This design comes from an exercise in tuning for small area, a short achievable clock period and few clock cycles on the open sky130 flow, not from production work. No activity file was given, so power comes from the tool's default toggle rates.

==> flow/design.v (excerpt) <==
module crc16mb (
    input  wire        clk,
    input  wire        rst,         
    input  wire        swap_en,     
    input  wire        zp_guard,    
    input  wire        cmd_valid,
    output wire        cmd_ready,
    input  wire [11:0] cmd,
    output reg         rsp_valid,
    output reg  [3:0]  rsp_st,
    output reg  [31:0] rsp_dout
);
For scale: ~1,900 cells after synthesis, roughly 55 I/O pins, ~20,000 um^2 of cells after synthesis.
clock: 13.0 ns
lec_check: 0
cap_margin: 20
core_margin: 2
core_utilization: 60
place_density: 0.7
slew_margin: 20
run.sh (not shown) runs the stock make flow with config.mk's settings and CLKGATE_MAP_FILE= SYNTH_SCRIPT=/design/flow/synth_recipe.tcl, a recipe that flattens the netlist after the stock synthesis.
The baseline completed with no timing, DRC or antenna violations.
Rerun with:
==> flow/flow/run.sh (new file) <==
#!/bin/bash
# Layout flow: the standard flow, except that the slow delay cells
# (clkdlybuf4s*, dlygate*, dlymetal*) and the weakest buffers (buf_1, clkbuf_1) are kept out of every step after
# synthesis, so port buffers and repair buffers are ordinary buffers.
# Synthesis is the standard one, run unchanged. Each step's full output
# goes to a log file of its own in this folder.
set -euo pipefail
bash standard.sh synth > synth.log 2>&1
DU=$(make -s -C "$FLOW_HOME" DESIGN_CONFIG="$PWD/config.mk" WORK_HOME="$PWD/orfs" print-DONT_USE_CELLS 2>/dev/null | sed -n 's/^DONT_USE_CELLS: //p')
for c in clkdlybuf4s15_1 clkdlybuf4s15_2 clkdlybuf4s18_1 clkdlybuf4s18_2 clkdlybuf4s25_1 \
         clkdlybuf4s25_2 clkdlybuf4s50_1 clkdlybuf4s50_2 dlygate4sd1_1 dlygate4sd2_1 \
         dlygate4sd3_1 dlymetal6s2s_1 dlymetal6s4s_1 dlymetal6s6s_1 buf_1 clkbuf_1; do
  DU="$DU sky130_fd_sc_hd__$c"
done
bash standard.sh "DONT_USE_CELLS=$DU" floorplan > floorplan.log 2>&1
bash standard.sh "DONT_USE_CELLS=$DU" place > place.log 2>&1
bash standard.sh "DONT_USE_CELLS=$DU" cts > cts.log 2>&1
bash standard.sh "DONT_USE_CELLS=$DU" route > route.log 2>&1
bash standard.sh "DONT_USE_CELLS=$DU" finish > finish.log 2>&1
==> flow/standard.sh (new file) <==
#!/bin/bash
# synth_recipe.tcl (not shown) runs the flow's synth.tcl, then flattens the netlist and writes it again
# the make line also repeats each setting of config.mk as NAME=value (left out here)
make -C /OpenROAD-flow-scripts/flow DESIGN_CONFIG=/design/flow/config.mk WORK_HOME=/design/flow/orfs CLKGATE_MAP_FILE= SYNTH_SCRIPT=/design/flow/synth_recipe.tcl "${@:-finish}"
CAP_MARGIN = 60   (was 20)
SLEW_MARGIN = 60   (was 20)
removed: flow/run.sh
What happened: Total power drops by about 1%; utilization drops by 0.59 points; maximum frequency climbs by 6.9%; cell area drops by 0.87%; via count climbs by 0.92%; synthesized cell count does not change; hold slack improved by 0.027 ns; combinational power barely changes.
Rerun with:
--- a/flow/flow/run.sh
+++ b/flow/flow/run.sh
@@ -1,5 +1,5 @@
 #!/bin/bash
 # Layout flow: the standard flow, except that the slow delay cells
-# (clkdlybuf4s*, dlygate*, dlymetal*) and the weakest buffers (buf_1, clkbuf_1) are kept out of every step after
+# (clkdlybuf4s*, dlygate*, dlymetal*) are kept out of every step after
 # synthesis, so port buffers and repair buffers are ordinary buffers.
 # Synthesis is the standard one, run unchanged. Each step's full output
@@ -10,5 +10,5 @@
 for c in clkdlybuf4s15_1 clkdlybuf4s15_2 clkdlybuf4s18_1 clkdlybuf4s18_2 clkdlybuf4s25_1 \
          clkdlybuf4s25_2 clkdlybuf4s50_1 clkdlybuf4s50_2 dlygate4sd1_1 dlygate4sd2_1 \
-         dlygate4sd3_1 dlymetal6s2s_1 dlymetal6s4s_1 dlymetal6s6s_1 buf_1 clkbuf_1; do
+         dlygate4sd3_1 dlymetal6s2s_1 dlymetal6s4s_1 dlymetal6s6s_1; do
   DU="$DU sky130_fd_sc_hd__$c"
 done
CAP_MARGIN = 20   (was 60)
SLEW_MARGIN = 20   (was 60)
The new run completed without violations.
Total power barely changes.
Clock-buffer cell count falls by 4.
Setup slack is worse by 0.14 ns.
Global-route usage rises by 0.14 points.
Critical path depth falls by 5.
Combinational power barely changes.
Function was not checked in any run of this note: the RTL went through the layout flow alone.


## old
Another version of the RTL of crc16mb (not shown whole).
For scale: roughly 410 flip-flops, roughly 55 I/O pins, about 21000 um^2 of cells after synthesis.
clock: 13.0 ns
lec_check: 0
cap_margin: 60
core_margin: 2
core_utilization: 60
cts_cluster_diameter: 80
cts_cluster_size: 25
place_density: 0.7
slew_margin: 60
standard.sh (not shown) runs the stock make flow with config.mk's settings and CLKGATE_MAP_FILE= SYNTH_SCRIPT=/design/flow/synth_recipe.tcl, a recipe that flattens the netlist after the stock synthesis.
==> flow/flow/run.sh <==
#!/bin/bash
# Layout flow: the standard flow, except that the slow delay cells
# (clkdlybuf4s*, dlygate*, dlymetal*) and the weakest buffers (buf_1, clkbuf_1) are kept out of every step after
# synthesis, so port buffers and repair buffers are ordinary buffers.
# Synthesis is the standard one, run unchanged. Each step's full output
# goes to a log file of its own in this folder.
set -euo pipefail
bash standard.sh synth > synth.log 2>&1
DU=$(make -s -C "$FLOW_HOME" DESIGN_CONFIG="$PWD/config.mk" WORK_HOME="$PWD/orfs" print-DONT_USE_CELLS 2>/dev/null | sed -n 's/^DONT_USE_CELLS: //p')
for c in clkdlybuf4s15_1 clkdlybuf4s15_2 clkdlybuf4s18_1 clkdlybuf4s18_2 clkdlybuf4s25_1 \
         clkdlybuf4s25_2 clkdlybuf4s50_1 clkdlybuf4s50_2 dlygate4sd1_1 dlygate4sd2_1 \
         dlygate4sd3_1 dlymetal6s2s_1 dlymetal6s4s_1 dlymetal6s6s_1 buf_1 clkbuf_1; do
  DU="$DU sky130_fd_sc_hd__$c"
done
bash standard.sh "DONT_USE_CELLS=$DU" floorplan > floorplan.log 2>&1
bash standard.sh "DONT_USE_CELLS=$DU" place > place.log 2>&1
bash standard.sh "DONT_USE_CELLS=$DU" cts > cts.log 2>&1
bash standard.sh "DONT_USE_CELLS=$DU" route > route.log 2>&1
bash standard.sh "DONT_USE_CELLS=$DU" finish > finish.log 2>&1
The inputs of new differ from those of old as listed below.
Settings: CAP_MARGIN changed from 60 to 20; SLEW_MARGIN changed from 60 to 20.
## What came out
[compare] base=old new=new: total of clock buffers placed in the layout went down 6.5%, insertion delay of the later-clocked pin in the worst-skew pair level.
Summary of new over old: combinational power stayed essentially flat, time the final worst path needs with I/O delays and setup rose by 0.046 ns, transition time of the tightest slew-check pin rose by 0.51 ns, final setup slack of the worst path fell by 0.046 ns, worst setup skew after layout rose by 0.018 ns.
Comparing the two runs side by side, new comes out ahead of old on reported clock group power.
Any difference in post-layout instance count excluding filler cells between new and old is small enough to ignore.
On total power consumption of the routed design, old loses to new.
Function was not checked in any run of this note: the RTL went through the layout flow alone.


== main ==
Another version of the RTL of crc16mb (not shown whole).
Size: about 2000 cells after synthesis, ~55 I/O pins, ~20000 sq um of cells after synthesis.
Settings: LEC_CHECK=0, CAP_MARGIN=20, CORE_MARGIN=2, CORE_UTILIZATION=60, GPL_TIMING_DRIVEN=0, PLACE_DENSITY=0.7, SLEW_MARGIN=20; clock period 13.0 ns.
run.sh (not shown) runs the stock make flow with config.mk's settings and CLKGATE_MAP_FILE= SYNTH_SCRIPT=/design/flow/synth_recipe.tcl, a recipe that flattens the netlist after the stock synthesis.
Stock flow here: none of the scripts above is used.
Both conditions hold for main: the flow ran to the end and the final layout passed the timing, design-rule and antenna checks.
Modified inputs, the feature branch compared to main
==> flow/flow/run.sh (new file) <==
#!/bin/bash
# Layout flow: the standard flow, except that the slow delay cells
# (clkdlybuf4s*, dlygate*, dlymetal*) are kept out of every step after
# synthesis, so port buffers and repair buffers are ordinary buffers.
# Synthesis is the standard one, run unchanged. Each step's full output
# goes to a log file of its own in this folder.
set -euo pipefail
bash standard.sh synth > synth.log 2>&1
DU=$(make -s -C "$FLOW_HOME" DESIGN_CONFIG="$PWD/config.mk" WORK_HOME="$PWD/orfs" print-DONT_USE_CELLS 2>/dev/null | sed -n 's/^DONT_USE_CELLS: //p')
for c in clkdlybuf4s15_1 clkdlybuf4s15_2 clkdlybuf4s18_1 clkdlybuf4s18_2 clkdlybuf4s25_1 \
         clkdlybuf4s25_2 clkdlybuf4s50_1 clkdlybuf4s50_2 dlygate4sd1_1 dlygate4sd2_1 \
         dlygate4sd3_1 dlymetal6s2s_1 dlymetal6s4s_1 dlymetal6s6s_1; do
  DU="$DU sky130_fd_sc_hd__$c"
done
bash standard.sh "DONT_USE_CELLS=$DU" floorplan > floorplan.log 2>&1
bash standard.sh "DONT_USE_CELLS=$DU" place > place.log 2>&1
bash standard.sh "DONT_USE_CELLS=$DU" cts > cts.log 2>&1
bash standard.sh "DONT_USE_CELLS=$DU" route > route.log 2>&1
bash standard.sh "DONT_USE_CELLS=$DU" finish > finish.log 2>&1
==> flow/standard.sh (new file) <==
#!/bin/bash
# synth_recipe.tcl (not shown) runs the flow's synth.tcl, then flattens the netlist and writes it again
# the make line also repeats each setting of config.mk as NAME=value (left out here)
make -C /OpenROAD-flow-scripts/flow DESIGN_CONFIG=/design/flow/config.mk WORK_HOME=/design/flow/orfs CLKGATE_MAP_FILE= SYNTH_SCRIPT=/design/flow/synth_recipe.tcl "${@:-finish}"
removed: flow/run.sh
## What came out
For worst hold slack, the feature branch and main come out practically identical. The feature branch vs main on via count of the first global-routing pass: the feature branch is the lower one. Of main and the feature branch, the run reporting the higher final critical-path required period was main. Going from main to the feature branch, total chip power shrank slightly. On wire length on met3: the feature branch sits below main. main has a higher largest stage delay on the critical path than the feature branch. Cmp the feature branch vs main: utilization lower in the feature branch. The feature branch has completed all stages; timing, DRC and antenna checks passed. Compared to main, the routing of the feature branch uses less wire. Count of clock-buffer cells in the layout shrinks by more than 10% when moving from main to the feature branch. Higher maximum frequency was reported by the feature branch, not main.
No functional check of the RTL was part of any run of this note.


crc16mb, a different RTL version from the one above (not shown whole).
Size: ~2000 cells after synthesis, roughly 400 flip-flops, ~21000 um^2 of cells after synthesis.
clock: 13.0 ns
lec_check: 0
cap_margin: 20
core_margin: 2
core_utilization: 60
cts_cluster_diameter: 80
cts_cluster_size: 25
place_density: 0.7
slew_margin: 20
standard.sh (not shown) runs the stock make flow with config.mk's settings and CLKGATE_MAP_FILE= SYNTH_SCRIPT=/design/flow/synth_recipe.tcl, a recipe that flattens the netlist after the stock synthesis.
==> flow/flow/run.sh <==
#!/bin/bash
# Layout flow: the standard flow, except that the slow delay cells
# (clkdlybuf4s*, dlygate*, dlymetal*) and the weakest buffers (buf_1, clkbuf_1) are kept out of every step after
# synthesis, so port buffers and repair buffers are ordinary buffers.
# Synthesis is the standard one, run unchanged. Each step's full output
# goes to a log file of its own in this folder.
set -euo pipefail
bash standard.sh synth > synth.log 2>&1
DU=$(make -s -C "$FLOW_HOME" DESIGN_CONFIG="$PWD/config.mk" WORK_HOME="$PWD/orfs" print-DONT_USE_CELLS 2>/dev/null | sed -n 's/^DONT_USE_CELLS: //p')
for c in clkdlybuf4s15_1 clkdlybuf4s15_2 clkdlybuf4s18_1 clkdlybuf4s18_2 clkdlybuf4s25_1 \
         clkdlybuf4s25_2 clkdlybuf4s50_1 clkdlybuf4s50_2 dlygate4sd1_1 dlygate4sd2_1 \
         dlygate4sd3_1 dlymetal6s2s_1 dlymetal6s4s_1 dlymetal6s6s_1 buf_1 clkbuf_1; do
  DU="$DU sky130_fd_sc_hd__$c"
done
bash standard.sh "DONT_USE_CELLS=$DU" floorplan > floorplan.log 2>&1
bash standard.sh "DONT_USE_CELLS=$DU" place > place.log 2>&1
bash standard.sh "DONT_USE_CELLS=$DU" cts > cts.log 2>&1
bash standard.sh "DONT_USE_CELLS=$DU" route > route.log 2>&1
bash standard.sh "DONT_USE_CELLS=$DU" finish > finish.log 2>&1
Rerun with:
--- a/flow/config.mk
+++ b/flow/config.mk
@@ -9,6 +9,7 @@
 export CORE_MARGIN = 2
 export CORE_UTILIZATION = 60
-export CTS_CLUSTER_DIAMETER = 80
-export CTS_CLUSTER_SIZE = 25
+export CTS_BUF_LIST = sky130_fd_sc_hd__clkbuf_8
+export CTS_CLUSTER_DIAMETER = 60
+export CTS_CLUSTER_SIZE = 15
 export PLACE_DENSITY = 0.7
 export SLEW_MARGIN = 20
Power stays flat.
Clock skew stays flat.
Hold slack is worse by 27 ps.
Synthesized cell count does not change.
Via count went up by 0.33%.
Non-clock buffer count is unchanged.
Setup slack degrades by 31 ps.
Routed wire length came out higher by 0.45%.
Maximum frequency drops by 0.74%.
Critical path depth does not change.
No run of this note included a check of the RTL's function; only the layout flow was run.


## raven
crc16mb, a different RTL version from the one above (not shown whole).
For scale: roughly 1,900 cells after synthesis, roughly 370 flip-flops, roughly 55 I/O pins.
Settings: LEC_CHECK=0, CAP_MARGIN=20, CORE_MARGIN=2, CORE_UTILIZATION=75, PLACE_DENSITY=0.85, SLEW_MARGIN=20; clock period 13.0 ns.
run.sh (not shown) runs the stock make flow with config.mk's settings and CLKGATE_MAP_FILE= SYNTH_SCRIPT=/design/flow/synth_recipe.tcl, a recipe that flattens the netlist after the stock synthesis.
Stock flow here: none of the scripts above is used.
raven finished every step from synthesis to the final layout, and the layout passed the timing, design-rule and antenna checks.
--- input diff raven..zinc ---
Settings: PLACE_DENSITY changed from 0.85 to 0.7; CORE_UTILIZATION changed from 75 to 60.
==> comparison <==
- Compared to raven, the router laid down less metal wire for zinc.
- zinc and raven ended up with nearly the same required time at the worst-slack endpoint.
- Relative to raven, the cell area after placement measured on zinc has increased slightly.
- The run showing the smaller final instance count without filler cells is raven.
- In terms of reported sequential group power, zinc and raven differ only marginally.
--- input diff zinc..pepper ---
Settings: a change of CORE_UTILIZATION from 60 to 40; a change of SLEW_MARGIN from 20 to 80; a change of PLACE_DENSITY from 0.7 to 0.6; a change of CAP_MARGIN from 20 to 80.
pepper: all stages complete, timing, DRC and antenna checks passed. Between zinc and pepper, the clock transition at the registers of the reported paths figures differ only marginally. Comparing zinc and pepper, the higher setup slack is on zinc. Comparing zinc and pepper, the higher met3 track demand over resource is on zinc. In pepper relative to zinc, number of non-filler instances in the completed layout had gone up by more than 10%. Summary: register-to-register setup slack, pepper worse than zinc. pepper ends up with lower post-placement setup slack than zinc does.
No functional check of the RTL was part of any run of this note.


== the baseline ==
Another version of the RTL of crc16mb (not shown whole).
Size in the first run: about 1,900 cells after synthesis, roughly 55 I/O pins.
==> flow/config.mk <==
export PLATFORM = sky130hd
export DESIGN_NAME = crc16mb
export DESIGN_NICKNAME = crc16mb
export VERILOG_FILES = /design/flow/design.v
export SDC_FILE = /design/flow/constraint.sdc
export NUM_CORES = 8
export LEC_CHECK = 0
export CAP_MARGIN = 20
export CORE_MARGIN = 2
export CORE_UTILIZATION = 60
export PLACE_DENSITY = 0.7
export SLEW_MARGIN = 20
==> flow/constraint.sdc <==
create_clock -name core_clock -period 13.0 [get_ports {clk}]
set_input_delay 2.6000 -clock core_clock [delete_from_list [all_inputs] [get_ports {clk}]]
set_output_delay 2.6000 -clock core_clock [all_outputs]
set_load 0.01 [all_outputs]
standard.sh (not shown) runs the stock make flow with config.mk's settings and CLKGATE_MAP_FILE= SYNTH_SCRIPT=/design/flow/synth_recipe.tcl, a recipe that flattens the netlist after the stock synthesis.
==> flow/flow/run.sh <==
#!/bin/bash
# Layout flow: the standard flow, except that the slow delay cells
# (clkdlybuf4s*, dlygate*, dlymetal*) are kept out of every step after
# synthesis, so port buffers and repair buffers are ordinary buffers.
# Synthesis is the standard one, run unchanged. Each step's full output
# goes to a log file of its own in this folder.
set -euo pipefail
bash standard.sh synth > synth.log 2>&1
DU=$(make -s -C "$FLOW_HOME" DESIGN_CONFIG="$PWD/config.mk" WORK_HOME="$PWD/orfs" print-DONT_USE_CELLS 2>/dev/null | sed -n 's/^DONT_USE_CELLS: //p')
for c in clkdlybuf4s15_1 clkdlybuf4s15_2 clkdlybuf4s18_1 clkdlybuf4s18_2 clkdlybuf4s25_1 \
         clkdlybuf4s25_2 clkdlybuf4s50_1 clkdlybuf4s50_2 dlygate4sd1_1 dlygate4sd2_1 \
         dlygate4sd3_1 dlymetal6s2s_1 dlymetal6s4s_1 dlymetal6s6s_1; do
  DU="$DU sky130_fd_sc_hd__$c"
done
bash standard.sh "DONT_USE_CELLS=$DU" floorplan > floorplan.log 2>&1
bash standard.sh "DONT_USE_CELLS=$DU" place > place.log 2>&1
bash standard.sh "DONT_USE_CELLS=$DU" cts > cts.log 2>&1
bash standard.sh "DONT_USE_CELLS=$DU" route > route.log 2>&1
bash standard.sh "DONT_USE_CELLS=$DU" finish > finish.log 2>&1
The baseline | status: complete | timing, DRC, antenna: pass
Inputs modified between the baseline and the candidate:
==> flow/run.sh (new file) <==
#!/bin/bash
# synth_recipe.tcl (not shown) runs the flow's synth.tcl, then flattens the netlist and writes it again
# the make line also repeats each setting of config.mk as NAME=value (left out here)
make -C /OpenROAD-flow-scripts/flow DESIGN_CONFIG=/design/flow/config.mk WORK_HOME=/design/flow/orfs CLKGATE_MAP_FILE= SYNTH_SCRIPT=/design/flow/synth_recipe.tcl finish
removed: flow/flow/run.sh
removed: flow/standard.sh
==> run summary <==
Comparing the candidate against the baseline, there is no change at all in non-clock inverter total of the final layout.
The candidate vs the baseline — via count rose 56.
Worst relative slew slack was higher in the run labelled the candidate.
Comparing clock-buffer cell count for the baseline and the candidate, the smaller number came from the candidate.
From the baseline to the candidate the numbers moved as follows: total design power decreased by 1.3% relative to the old numbers, setup slack after placement decreased by 0.20 ns relative to the old numbers, proportion of cell area occupied by multi-input gates decreased by 0.67 points relative to the old numbers, critical path depth decreased by 2 relative to the old numbers, wire length of the first global-routing pass decreased by about 0.9% relative to the old numbers.
No functional check of the RTL was part of any run of this note.

-- what the ideal ports hide --
Ports are ideal in the flow. The routed layouts listed here were re-timed in OpenROAD.
Step 1 assumes that a clkbuf_16 drives the clock port and a buf_2 every other input.
Step 2 also shifts input and output timing later by t, the mid clock arrival at the registers, as if the neighbouring blocks saw the same clock.
Slacks: ideal ports / drivers / drivers and shift; pairs: ideal ports / drivers.
run	t (ns)	setup slack, ns	latest minus earliest clock arrival (ns)	worst register clock-pin slew, ns	pins driven straight from the clock port
the first run of note 1	0.629	8.939 / 8.886 / 8.457	0.042 / 0.043	0.06 / 0.06	1
the second run of note 1	0.609	9.201 / 9.201 / 8.844	0.025 / 0.025	0.07 / 0.07	1
the third run of note 1	0.615	9.064 / 9.064 / 8.823	0.041 / 0.041	0.07 / 0.07	1
old	0.619	9.217 / 9.158 / 9.193	0.028 / 0.028	0.10 / 0.10	1
new	0.612	9.171 / 9.117 / 9.206	0.042 / 0.042	0.10 / 0.10	1
main	0.603	8.326 / 8.356 / 7.754	0.021 / 0.021	0.07 / 0.07	1
the feature branch	0.625	8.513 / 8.513 / 8.130	0.026 / 0.027	0.07 / 0.07	1
the first run of note 4	0.615	8.853 / 8.888 / 8.274	0.029 / 0.029	0.11 / 0.11	1
the second run of note 4	0.639	8.822 / 8.851 / 8.212	0.035 / 0.035	0.11 / 0.11	1
raven	0.589	8.538 / 8.538 / 8.538	0.021 / 0.021	0.07 / 0.07	1
zinc	0.603	8.749 / 8.749 / 8.665	0.026 / 0.026	0.07 / 0.07	1
pepper	0.641	8.068 / 8.068 / 8.068	0.025 / 0.025	0.06 / 0.06	1
the baseline	0.631	8.832 / 8.832 / 8.832	0.030 / 0.031	0.07 / 0.07	1
the candidate	0.603	8.891 / 8.891 / 8.584	0.035 / 0.036	0.07 / 0.07	1
After both steps every run listed still meets setup and hold. For the second run of note 4, which loses most, drivers alone change the setup slack by +0.029 ns; drivers and shift together by -0.610 ns.
